Context: an optimization exercise on an open-source flow, tuned for small area, a short achievable clock period and few clock cycles. The choices shown serve that exercise and are no tape-out recipe.
Only simulation tests tie the RTL to the original design; equivalence was not proved.
Power is estimated from default activity; no workload was simulated.

**flow/config.mk**
```make
export PLATFORM = sky130hd
export DESIGN_NAME = max17320_uce
export DESIGN_NICKNAME = max17320_uce
export VERILOG_FILES = /design/flow/design.v
export SDC_FILE = /design/flow/constraint.sdc
export NUM_CORES = 4
export LEC_CHECK = 0
export CAP_MARGIN = 20
export CORE_MARGIN = 2
export CORE_UTILIZATION = 40
export PLACE_DENSITY = 0.6
export SLEW_MARGIN = 20
```
**flow/run.sh**
```bash
#!/bin/bash
# synth_recipe.tcl (not shown) runs the flow's synth.tcl, then flattens the netlist and writes it again
# the make line also repeats each setting of config.mk as NAME=value (left out here)
make -C /OpenROAD-flow-scripts/flow DESIGN_CONFIG=/design/flow/config.mk WORK_HOME=/design/flow/orfs CLKGATE_MAP_FILE= SYNTH_SCRIPT=/design/flow/synth_recipe.tcl finish
```
**flow/design.v**
```verilog
module max17320_uce (
    input  wire        clk,
    input  wire        rst,         
    input  wire        cmd_valid,
    input  wire [31:0] cmd_word,
    output wire        cmd_ready,
    output reg         rsp_valid,
    output wire [31:0] res_o,
    output wire [31:0] aux_o,
    output wire [15:0] stat_o,
    output wire [31:0] errval_o
);
    localparam [7:0] OP_LDRS  = 8'h01, OP_LDP   = 8'h02, OP_CLRE  = 8'h03,
                     OP_CVOLT = 8'h10, OP_CPCT  = 8'h11, OP_CTEMP = 8'h12,
                     OP_CCAP  = 8'h13, OP_CCUR  = 8'h14, OP_CTIME = 8'h15,
                     OP_CVTHB = 8'h16, OP_ETEMP = 8'h17, OP_PCFG  = 8'h20,
                     OP_VVTH  = 8'h30, OP_EVTHB = 8'h31, OP_EVTH  = 8'h32,
                     OP_PACK  = 8'h33, OP_PACKS = 8'h34, OP_UNPK  = 8'h35,
                     OP_UNPKS = 8'h36, OP_DVTH  = 8'h37;
    localparam [2:0] ERR_OK = 3'd0, ERR_INVAL = 3'd1, ERR_ILLEGAL = 3'd2,
                     ERR_NOTCAL = 3'd3, ERR_CALLOCK = 3'd4;
    localparam [15:0] MASK_THTYPE  = 16'h0020;
    localparam [15:0] MASK_CPV     = 16'h00C0;
    localparam [15:0] MASK_REGMODE = 16'h0300;
    localparam [15:0] MASK_CADENCE = 16'h0C00;
    localparam integer DIV_BITS = 29;
    localparam integer DSTEP    = 2;
    localparam integer DFULL    = DIV_BITS / DSTEP;            
    localparam integer DLAST    = DIV_BITS - DFULL * DSTEP;    
    localparam integer DEDGES   = DFULL + (DLAST != 0);
    localparam integer DTAIL    = (DLAST != 0) ? DLAST : DSTEP;
    reg [15:0] p0, p1, p2, p3, p4, p5;
    reg [15:0] rsense;
    reg [31:0] res, aux, errval;
    reg [2:0]  st_err;
    reg        st_rv, st_calv, st_se;
    assign res_o    = res;
    assign aux_o    = aux;
    assign errval_o = errval;
    assign stat_o   = {10'd0, st_se, st_calv, st_rv, st_err};
    reg        busy;
    reg        div_run;
    reg [4:0]  div_cnt;    
    reg        div_neg;
    reg [31:0] cmd_q;      
    reg [15:0] div_rem;
    assign cmd_ready = ~busy;
    wire [7:0]  opc = cmd_q[31:24];
    wire [7:0]  sel = cmd_q[23:16];
    wire [15:0] imm = cmd_q[15:0];
    function [8:0] vth;    
        input [15:0] v;
        reg [10:0] p;
        begin
            p = v[12:2] * 11'd1229;
            vth = {(v[15:13] == 3'd0) && (v[1:0] == 2'd0) && (p[10:8] == 3'd0), p[7:0]};
        end
    endfunction
    reg legal;
    always @(*) begin
        case (opc)
            OP_LDRS, OP_CVOLT, OP_CPCT, OP_CTEMP, OP_CCAP, OP_CCUR, OP_CTIME,
            OP_CVTHB, OP_ETEMP, OP_VVTH, OP_EVTHB, OP_UNPK, OP_UNPKS, OP_DVTH:
                legal = (sel == 8'h00);
            OP_LDP:
                legal = (cmd_q[23:19] == 5'd0) && (cmd_q[18:16] <= 3'd5);
            OP_CLRE, OP_PCFG, OP_EVTH, OP_PACK, OP_PACKS:
                legal = (cmd_q[23:0] == 24'd0);
            default:
                legal = 1'b0;
        endcase
    end
    wire is_div = legal && st_calv && ((opc == OP_CCAP) || (opc == OP_CCUR));
    wire        ccur_neg = (opc == OP_CCUR) && imm[15];
    wire [15:0] imm_abs  = ccur_neg ? (16'd0 - imm) : imm;
    wire [28:0] cap_num  = {imm, 12'd0} + {imm, 10'd0} - {imm, 7'd0} + {imm, 3'd0};
    wire [28:0] cur_num  = {imm_abs, 14'd0} - {imm_abs, 10'd0} + {imm_abs, 8'd0}
                         + {imm_abs, 3'd0} + imm_abs;
    wire [28:0] num_init = (opc == OP_CCUR) ? cur_num : cap_num;
    reg [15:0] st_rem [0:DSTEP];
    reg [DSTEP-1:0] st_q;
    reg [16:0] st_sh, st_df;
    integer i;
    always @(*) begin
        st_rem[0] = div_rem;
        for (i = 0; i < DSTEP; i = i + 1) begin
            st_sh = {st_rem[i], cmd_q[28 - i]};
            st_df = st_sh - {1'b0, rsense};
            st_q[DSTEP-1-i] = ~st_df[16];
            st_rem[i+1] = st_df[16] ? st_sh[15:0] : st_df[15:0];
        end
    end
    wire [28:0] q_fin = {cmd_q[28-DTAIL:0], st_q[DSTEP-1 -: DTAIL]};
    wire [15:0] r_fin = st_rem[DTAIL];
    wire [31:0] div_q = div_neg ? (32'd0 - {3'd0, q_fin}) : {3'd0, q_fin};
    wire [31:0] div_r = div_neg ? (32'd0 - {16'd0, r_fin}) : {16'd0, r_fin};
    wire [8:0] vth_a = vth(opc[1] ? p0 : imm);
    wire [8:0] vth_b = vth(p1);
    wire [25:0] volt = {imm, 9'd0} + {imm, 7'd0} - {imm, 4'd0} + imm;
    wire [21:0] tim  = {imm, 6'd0} - {imm, 4'd0} - {imm, 2'd0} + imm;
    wire [12:0] lo20 = {imm[7:0], 4'd0} + {imm[7:0], 2'd0};
    wire [12:0] hi20 = {imm[15:8], 4'd0} + {imm[15:8], 2'd0};
    reg        fail;
    reg [2:0]  fcode;
    reg [31:0] finfo;
    reg        compute;
    reg [31:0] r_val, a_val;
    always @(*) begin
        fail    = 1'b0;
        fcode   = ERR_OK;
        finfo   = 32'd0;
        compute = 1'b1;
        r_val   = 32'd0;
        a_val   = 32'd0;
        if (!legal) begin
            fail  = 1'b1;
            fcode = ERR_ILLEGAL;
            finfo = cmd_q;
        end else begin
            case (opc)
                OP_LDRS: begin
                    compute = 1'b0;
                    if (st_calv) begin
                        fail = 1'b1; fcode = ERR_CALLOCK; finfo = {16'd0, imm};
                    end else if (imm == 16'd0) begin
                        fail = 1'b1; fcode = ERR_INVAL; finfo = 32'd0;
                    end
                end
                OP_LDP, OP_CLRE: compute = 1'b0;
                OP_CVOLT: r_val = {6'd0, volt};
                OP_CPCT:  r_val = {16'd0, imm};
                OP_CTEMP: r_val = {{16{imm[15]}}, imm};
                OP_CCAP, OP_CCUR: begin
                    fail = 1'b1; fcode = ERR_NOTCAL; finfo = {16'd0, imm};
                end
                OP_CTIME: r_val = {10'd0, tim};
                OP_CVTHB: begin
                    if (imm[15:8] != 8'd0) begin
                        fail = 1'b1; fcode = ERR_INVAL; finfo = {16'd0, imm};
                    end else
                        r_val = {19'd0, lo20};
                end
                OP_ETEMP: r_val = {16'd0, imm};
                OP_PCFG: begin
                    if (p0 < 16'd2 || p0 > 16'd4) begin
                        fail = 1'b1; fcode = ERR_INVAL; finfo = {16'd0, p0};
                    end else if (p1 > 16'd4) begin
                        fail = 1'b1; fcode = ERR_INVAL; finfo = {16'd0, p1};
                    end else if ((p2 & ~MASK_THTYPE) != 16'd0) begin
                        fail = 1'b1; fcode = ERR_INVAL; finfo = {16'd0, p2};
                    end else if ((p3 & ~MASK_CPV) != 16'd0) begin
                        fail = 1'b1; fcode = ERR_INVAL; finfo = {16'd0, p3};
                    end else if ((p4 & ~MASK_REGMODE) != 16'd0) begin
                        fail = 1'b1; fcode = ERR_INVAL; finfo = {16'd0, p4};
                    end else if ((p5 & ~MASK_CADENCE) != 16'd0) begin
                        fail = 1'b1; fcode = ERR_INVAL; finfo = {16'd0, p5};
                    end else
                        r_val = {20'd0, p5[11:10], p4[9:8], p3[7:6], p2[5],
                                 p1[2:0], p0[1:0] - 2'd2};
                end
                OP_VVTH: r_val = {31'd0, vth_a[8]};
                OP_EVTHB: begin
                    if (!vth_a[8]) begin
                        fail = 1'b1; fcode = ERR_INVAL; finfo = {{16{imm[15]}}, imm};
                    end else
                        r_val = {24'd0, vth_a[7:0]};
                end
                OP_EVTH: begin
                    if (!vth_a[8]) begin
                        fail = 1'b1; fcode = ERR_INVAL; finfo = {{16{p0[15]}}, p0};
                    end else if (!vth_b[8]) begin
                        fail = 1'b1; fcode = ERR_INVAL; finfo = {{16{p1[15]}}, p1};
                    end else
                        r_val = {16'd0, vth_b[7:0], vth_a[7:0]};
                end
                OP_PACK: begin
                    if (p0[15:8] != 8'd0) begin
                        fail = 1'b1; fcode = ERR_INVAL; finfo = {16'd0, p0};
                    end else if (p1[15:8] != 8'd0) begin
                        fail = 1'b1; fcode = ERR_INVAL; finfo = {16'd0, p1};
                    end else
                        r_val = {16'd0, p1[7:0], p0[7:0]};
                end
                OP_PACKS: begin
                    if (p0[15:7] != {9{p0[15]}}) begin
                        fail = 1'b1; fcode = ERR_INVAL; finfo = {{16{p0[15]}}, p0};
                    end else if (p1[15:7] != {9{p1[15]}}) begin
                        fail = 1'b1; fcode = ERR_INVAL; finfo = {{16{p1[15]}}, p1};
                    end else
                        r_val = {16'd0, p1[7:0], p0[7:0]};
                end
                OP_UNPK: begin
                    r_val = {24'd0, imm[15:8]};
                    a_val = {24'd0, imm[7:0]};
                end
                OP_UNPKS: begin
                    r_val = {{24{imm[15]}}, imm[15:8]};
                    a_val = {{24{imm[7]}}, imm[7:0]};
                end
                OP_DVTH: begin
                    r_val = {19'd0, hi20};
                    a_val = {19'd0, lo20};
                end
                default: ;
            endcase
        end
    end
    wire accept  = cmd_valid && !busy;
    wire div_end = div_run && (div_cnt == 5'd1);
    always @(posedge clk) begin
        if (rst) begin
            busy      <= 1'b0;
            div_run   <= 1'b0;
            rsp_valid <= 1'b0;
            p0 <= 16'd0; p1 <= 16'd0; p2 <= 16'd0;
            p3 <= 16'd0; p4 <= 16'd0; p5 <= 16'd0;
            rsense  <= 16'd0;
            res     <= 32'd0;
            aux     <= 32'd0;
            errval  <= 32'd0;
            st_err  <= ERR_OK;
            st_rv   <= 1'b0;
            st_calv <= 1'b0;
            st_se   <= 1'b0;
        end else begin
            rsp_valid <= 1'b0;
            if (accept) begin
                cmd_q <= cmd_word;
                busy  <= 1'b1;
            end else if (div_run) begin
                div_rem <= st_rem[DSTEP];
                cmd_q[28:0] <= {cmd_q[28-DSTEP:0], st_q};
                div_cnt <= div_cnt - 5'd1;
                if (div_end) begin
                    busy      <= 1'b0;
                    div_run   <= 1'b0;
                    rsp_valid <= 1'b1;
                    st_err    <= ERR_OK;
                    errval    <= 32'd0;
                    res       <= div_q;
                    aux       <= div_r;
                    st_rv     <= 1'b1;
                end
            end else if (busy && is_div) begin
                div_run <= 1'b1;
                div_cnt <= DEDGES[4:0];
                div_rem <= 16'd0;
                div_neg <= ccur_neg;
                cmd_q[28:0] <= num_init;
            end else if (busy) begin
                busy      <= 1'b0;
                rsp_valid <= 1'b1;
                if (fail) begin
                    st_err <= fcode;
                    errval <= finfo;
                    st_se  <= 1'b1;
                    st_rv  <= 1'b0;
                    res    <= 32'd0;
                    aux    <= 32'd0;
                end else begin
                    st_err <= ERR_OK;
                    errval <= 32'd0;
                    if (compute) begin
                        res   <= r_val;
                        aux   <= a_val;
                        st_rv <= 1'b1;
                    end
                    case (opc)
                        OP_LDRS: begin
                            rsense  <= imm;
                            st_calv <= 1'b1;
                        end
                        OP_LDP: begin
                            case (cmd_q[18:16])
                                3'd0: p0 <= imm;
                                3'd1: p1 <= imm;
                                3'd2: p2 <= imm;
                                3'd3: p3 <= imm;
                                3'd4: p4 <= imm;
                                default: p5 <= imm;
                            endcase
                        end
                        OP_CLRE: st_se <= 1'b0;
                        default: ;
                    endcase
                end
            end
        end
    end
endmodule
```
**flow/constraint.sdc**
```tcl
create_clock -name core_clock -period 13.5 [get_ports {clk}]
set_input_delay 2.7000 -clock core_clock [delete_from_list [all_inputs] [get_ports {clk}]]
set_output_delay 2.7000 -clock core_clock [all_outputs]
set_load 0.01 [all_outputs]
```
==> qor.txt <==
outcome: complete, no violations
post-synthesis sequential area ratio: 21.46%
top-level I/O count: 149
CP Launch Type: flip-flop
Mapped Area: 0.02621 mm^2
Rel. slew slack: 28.94%
worst path required time: 13.98 ns
Die X: 260.0 um
Post-synth EDFFs: 54
post-DP HPWL: 77.56 mm
CP peak stage delay: 0.75 ns
Reg2Reg Setup Slack: 5.80 ns
Setup TNS: 0 ns
root buffer cell: clkbuf_16
Worst Hold End: errval[24]$_SDFFE_PP0P_
Net count, final: 3646
pre-CTS setup slack: 5.972 ns
Fmax: 0.1298 GHz
period utilization: 57.07%
Avg Inst Size Synth: 8.182 um^2
hold buffers post-CTS: 0
GR Overflow Total: 0
DRT Pass-1 Iters: 6
FF+latch count, synth: 254
Area Overhead vs Synth: 11.34%
Worst IR Drop VDD: 0.0001006 V
Primary FF master, synth: dfxtp_1
Yosys Warn Count: 2
most frequent cells after synthesis: 300 x nor2_1, 291 x ha_1, 254 x a21oi_1
initial antenna violation count: 2
cell accounting for the most synthesized area: dfxtp_1
PwrDens: 124.9 mW/mm^2
top-area cell type share of the netlist area: 15.27%
final WL: 103.3 mm
final setup fails: 0
CP max-delay cell: o21ai_0
GRT Total Usage: 29.73%
final hold violation count: 0
worst hold stages: 2
Initial Util: 40.59%
final clock skew: 0.02854 ns
CP most frequent cell: ha_1
r2r endpoint: aux[4]$_SDFFE_PP0P_
CTS tree: built
Worst-path clk slew: 0.07 ns
ys async rst share: 0%
worst setup path class: flip-flop to flip-flop
clock tree buffer depth: 3
vias in the first global route: 23.32k
ranking of synthesized cells by area: dfxtp_1 15%, ha_1 14%, fa_1 7.3%
Cell Rows: 93
diodes inserted: 0
Leak: 0.01247 uW
RSZ-0062 raised after global routing: no
min Tclk post-route: 7.704 ns
WL per Instance: 25.18 um
MaxCap Viol Count: 0
worst skew pair latency: 0.61 ns
via count: 24.93k
post-CTS sizing: 0
vias per cell: 6.074
Cell variety after synth: 99
core area: 0.06458 mm^2
Die Ht: 260.0 um
Crit path arrival time: 8.19 ns
Worst Hold Class: flip-flop to flip-flop
# fillers: 6487
worst-path fanout max: 60
Starting DRT DRC Count: 2555
most common cell in the netlist: nor2_1
Post-route DRC: 0
Die Area: 0.06760 mm^2
largest net degree at the start of global routing: 88
crit-path cells: buf_4 > inv_1 > o21ai_0 > ha_1 > xor2_1 > ha_1 > ha_1 > inv_1 > fa_1 > fa_1 > inv_1 > ha_1 > a21o_1 > a21o_1 > xnor2_1 > a22oi_1 > or3_1 > o21a_2 > buf_4 > o21ai_0 > o221a_2
gpl congestion: 0.9693
Final Max Slew Viols: 0
global-route wire length before repair: 151.9 mm
number of H-tree levels: 1
TritonCTS Buffers: 30
reg2reg start: cmd_q[2]$_DFFE_PP_
I/O Buffers: 138
final setup margin: 5.796 ns
R2R depth: 21
Post-CTS Setup Inserts: 0
Post-Syn Instances: 3204
Hold Startpoint: errval[24]$_SDFFE_PP0P_
share of post-route cells with drive strength above 1: 5.355%
clock sinks: 254
nature of the critical path endpoint: flip-flop
Worst Max-Slew Pin Slew: 1.066 ns
post-route ant nets: 0
==> logic make-up (layout without fill, tap and decap cells) <==
kind of cell	after synthesis	count (layout)	synth area share, %
xor+xnor	197	197	6.740
fa+ha+maj	387	387	21.18
buf+inv	437	473	6.930
mux	146	146	5.656
simple gates	891	891	16.22
flops	254	254	21.46
compound gates	891	891	21.79
other cells	1	10	0.01431
==> critical path, delay by kind of cell (launching register included) <==
| kind | cells | cell delay, ns |
|---|---|---|
| AO/OA/AOI/OAI | 7 | 2.58 |
| adder cells (fa/ha/maj) | 6 | 2.19 |
| buffers and inverters | 5 | 1.44 |
| AND/OR/NAND/NOR | 1 | 0.54 |
| XOR/XNOR | 2 | 0.42 |
| flip-flops | 1 | 0.32 |
==> per-layer routing <==
layer | vias to the layer above | GRT usage (%) | share of wire, % | routed length [um]
li1 | 11500 | - | - | -
met1 | 12000 | 41.28 | 43 | 44460
met2 | 1227 | 47.07 | 45 | 46080
met3 | 199 | 4.308 | 8.5 | 8769
met4 | 2 | 10.09 | 3.9 | 4017
met5 | - | 0 | 0.0087 | 9
==> metrics by stage <==
stage | util (%) | power (uW) | std cells | area (um^2) | hold slack (ns)
floorplan | - | 2175 | 3213 | 26250 | 0.4638
global placement | 43.63 | 2766 | 4048 | 28180 | 0.4378
detailed placement | 43.64 | 2765 | 4048 | 28190 | 0.4426
CTS | 45.19 | 3621 | 4104 | 29190 | 0.4518
global route | 45.19 | 3841 | 4104 | 29190 | 0.4740
finish | 45.19 | 3647 | 4104 | 29190 | 0.4515
==> sequential cells by signal, summed over array words and instances, names as in the netlist, 5 cells and up <==
register,count
div_rem,16
p5,16
res,30
errval,32
aux,17
p3,16
p0,16
div_cnt,5
p2,16
p4,16
p1,16
cmd_q,32
rsense,16
==> worst max path at each step <==
stage	startpoint	to	cells past startpoint
2_1_floorplan	cmd_q[25]$_DFFE_PP_	errval[8]$_SDFFE_PP0P_	24
3_3_place_gp	cmd_q[2]$_DFFE_PP_	aux[4]$_SDFFE_PP0P_	21
3_5_place_dp	cmd_q[2]$_DFFE_PP_	aux[4]$_SDFFE_PP0P_	21
4_1_cts	cmd_q[2]$_DFFE_PP_	aux[4]$_SDFFE_PP0P_	21
5_1_grt	cmd_q[2]$_DFFE_PP_	aux[4]$_SDFFE_PP0P_	21
6_report	cmd_q[2]$_DFFE_PP_	aux[4]$_SDFFE_PP0P_	21
==> where the power goes <==
group / internal, uW / switching, uW
combinational: 727 / 1220
clock: 473 / 373
sequential: 812 / 37.9
total: 2010 / 1640
==> layout make-up <==
class / instances / area (um^2) / area share [%]
multi-input cells: 2522 / 18860 / 64.61
clock inverters: 24 / 231.5 / 0.7931
well taps: 855 / 1070 / 3.665
flip-flops and latches: 254 / 5629 / 19.29
clock buffers: 32 / 768.2 / 2.632
repair buffers: 192 / 1784 / 6.113
inverters: 225 / 844.6 / 2.894
==> cells in the final DEF (no fill, tap or decap), types with 18 or more instances in the layout <==
cell type / n
xnor2_1: 140
nor2_1: 300
a221oi_1: 33
fa_1: 95
a21oi_1: 253
clkdlybuf4s50_1: 137
buf_4: 55
nand2b_1: 23
nor4_1: 35
inv_1: 222
and3_1: 18
or3_1: 28
o21ai_0: 238
nor3_1: 65
o21bai_1: 26
nor2b_1: 18
a22oi_1: 34
ha_1: 291
edfxtp_1: 54
clkbuf_16: 30
a211oi_1: 34
o211ai_1: 25
o21a_1: 27
mux2i_1: 132
nand3_1: 63
dfxtp_1: 199
nand2_1: 226
nand4_1: 34
a2bb2oi_1: 20
a21o_1: 47
xor2_1: 53
Testbench counts, summed over its fixed seeds: cycles 27,124.

static timing again, ports no longer ideal:
In the flow no input, the clock included, has a driving cell. The finished layout below was timed again as built, in two steps.
Step 1 (the two cells are an assumption about what drives the block):
set clk [get_ports {clk}]
set_driving_cell -lib_cell sky130_fd_sc_hd__clkbuf_16 $clk
set_driving_cell -lib_cell sky130_fd_sc_hd__buf_2 [delete_from_list [all_inputs] $clk]
Step 2 adds t to the input delays and takes it off the output delays; t is the mean of the earliest and latest rising clock arrival at the registers after step 1. Input paths then give back, and output paths get back, about the clock's delay inside the block.
Slacks: ideal ports / drivers / drivers and shift; pairs: ideal ports / drivers.
t, ns: 0.657
setup slack, ns: 5.796 / 5.796 / 5.796
latest minus earliest clock arrival (ns): 0.029 / 0.029
worst slew at a driven data input, ns: 0.06
After both steps this run still meets setup and hold. The setup slack of this run moves by 0.000 ns with the drivers and by 0.000 ns with both steps.
